Background: an optimization exercise with open tools, aiming at small area, a short achievable clock period and few clock cycles. Do not read the settings as production practice.
Function was checked by simulation only, so behaviour that the tests miss may differ from the original.
Power figures rest on the tool's default switching activity, not on a simulated workload.

## ea_engine
module ea_engine (
    input  wire        clk,
    input  wire        rst,
    input  wire        req,
    input  wire        we,
    input  wire [1:0]  space,
    input  wire [7:0]  addr,
    input  wire [31:0] wdata,
    output reg  [31:0] rdata,
    output wire        busy
);
    localparam RX_CAP = 21;
    localparam SP_REG = 2'd0;
    localparam SP_PAY = 2'd1;
    localparam SP_TX  = 2'd2;
    localparam SP_RX  = 2'd3;
    localparam R_CMD       = 8'h00;
    localparam R_STATUS    = 8'h01;
    localparam R_FAULT     = 8'h02;
    localparam R_CSACC     = 8'h03;
    localparam R_CS_IN     = 8'h04;
    localparam R_TX_NODE   = 8'h05;
    localparam R_TX_OBJ    = 8'h06;
    localparam R_PAY_LEN   = 8'h07;
    localparam R_TX_LEN    = 8'h08;
    localparam R_TX_CS     = 8'h09;
    localparam R_RX_LEN    = 8'h0A;
    localparam R_RX_PLEN   = 8'h0B;
    localparam R_RX_CSCALC = 8'h0C;
    localparam R_RX_CSRECV = 8'h0D;
    localparam R_FLD_OFF   = 8'h0E;
    localparam R_RAW16     = 8'h0F;
    localparam R_FLD_W32   = 8'h10;
    localparam R_PHYS      = 8'h11;
    localparam R_CAL_V     = 8'h12;
    localparam R_CAL_I     = 8'h13;
    localparam C_NOP     = 8'h00;
    localparam C_CLRERR  = 8'h01;
    localparam C_CSCLR   = 8'h10;
    localparam C_CSADD   = 8'h11;
    localparam C_ENC_Q   = 8'h20;
  ...
clock: 12.0 ns
lec_check: 0
abc_area: 1
cap_margin: 20
core_margin: 2
core_utilization: 45
setup_slack_margin: 4.6
slew_margin: 20
synth_hierarchical: 1
tns_end_percent: 0
run.sh (not shown) runs the stock make flow with config.mk's settings and CLKGATE_MAP_FILE= SYNTH_SCRIPT=/design/flow/synth_recipe.tcl, a recipe that flattens the netlist after the stock synthesis.
Testbench counts at the start, summed over its fixed seeds: cycles 12,639.
Next try:
--- a/flow/config.mk
+++ b/flow/config.mk
@@ -11,3 +11,3 @@
 export CORE_UTILIZATION = 45
-export SETUP_SLACK_MARGIN = 4.6
+export SETUP_SLACK_MARGIN = 5
 export SLEW_MARGIN = 20
Outcome: Power stays flat. Design area came out higher by about 1.3%. Wire length came out higher by about 0.9%. Via count came out higher by about 0.75%. Synthesized cell count is unchanged. Area after synthesis stays the same. Utilization came out higher by 0.68 points. First-iteration DRC count came out higher by about 4.5%. Global-route usage came out higher by 0.31 points.

========
Another version of the RTL of ea_engine (not shown whole).
For scale: about 8,200 cells after synthesis, roughly 970 flip-flops, about 79 I/O pins.
clock: 12.0 ns
lec_check: 0
abc_area: 1
cap_margin: 20
core_margin: 2
core_utilization: 45
setup_slack_margin: 4.6
slew_margin: 20
Testbench counts at the start, summed over its fixed seeds: cycles 12,639.
Edit:
Settings changed: CORE_UTILIZATION 45 to 60.
The new run failed in global routing (5_1_grt) (GRT-0116).
Synthesized area stays the same.
Synthesized cell count does not change.

========
== build 81 ==
RTL: one of the versions met above, not the one the previous note started from.
For scale: roughly 9200 cells after synthesis, ~970 flip-flops, roughly 79 I/O pins, roughly 70000 µm² of cells after synthesis.
clock: 12.0 ns
lec_check: 0
abc_area: 1
cap_margin: 20
core_margin: 2
core_utilization: 45
setup_slack_margin: 5
slew_margin: 20
synth_hierarchical: 1
Build 81 closes out successfully: all stages finished, all timing, DRC and antenna checks passed.
Testbench counts of build 81, summed over its fixed seeds: cycles 12,639.
[inputs] trial 4 vs build 81
- TNS_END_PERCENT: unset -> 0
- CTS_BUF_LIST: unset -> sky130_fd_sc_hd__clkbuf_8
==> results.txt <==
- Top-level I/O count came out exactly the same in build 81 and trial 4.
- Worst endpoint data arrival time (lower): trial 4
- Share of the clock period used by the worst path (lower): build 81
- Diff build 81 -> trial 4 | part of the power in the clock network | decrease of 2.5 points
- Clock buffer instance count of the final layout in trial 4 vs build 81: up 77
- In trial 4, reported leakage power is lower than in build 81.
- Final-layout clock-cell area share was lower in trial 4 than in build 81.
- The standard cells in trial 4 occupy less silicon area than those in build 81 do.
- On trial 4: sequential share of layout area is 1.3 points higher than what build 81 gave.
- The count of buffers not belonging to the clock network in the layout of trial 4 falls short of that of build 81 by 28%.
- Relative to build 81, the global-route wire length before repair of trial 4 is lower by 0.60%.

## port drivers added, routing unchanged
Ports are ideal in the flow. The routed layouts listed here were re-timed in OpenROAD. Step 1 (the two cells are an assumption about what drives the block):
set clk [get_ports {clk}]
set_driving_cell -lib_cell sky130_fd_sc_hd__clkbuf_16 $clk
set_driving_cell -lib_cell sky130_fd_sc_hd__buf_2 [delete_from_list [all_inputs] $clk]
Step 2 adds t to the input delays and takes it off the output delays; t is the mean of the earliest and latest rising clock arrival at the registers after step 1. Input paths then give back, and output paths get back, about the clock's delay inside the block. Slacks: ideal ports / drivers / drivers and shift; pairs: ideal ports / drivers.
| run | shift t [ns] | setup slack, ns | worst setup path at the end |
|---|---|---|---|
| the first run of note 1 | 0.881 | 3.975 / 4.048 / 3.167 | input to register |
| the second run of note 1 | 0.873 | 4.488 / 4.467 / 3.797 | input to register |
| the first run of note 2 | 0.866 | 4.157 / 4.101 / 3.448 | input to register |
| build 81 | 0.876 | 4.641 / 4.612 / 4.055 | input to register |
| trial 4 | 1.071 | 4.420 / 4.358 / 3.782 | input to register |
After both steps every run listed still meets setup and hold. For the first run of note 1, which loses most, drivers alone change the setup slack by +0.073 ns; drivers and shift together by -0.808 ns.
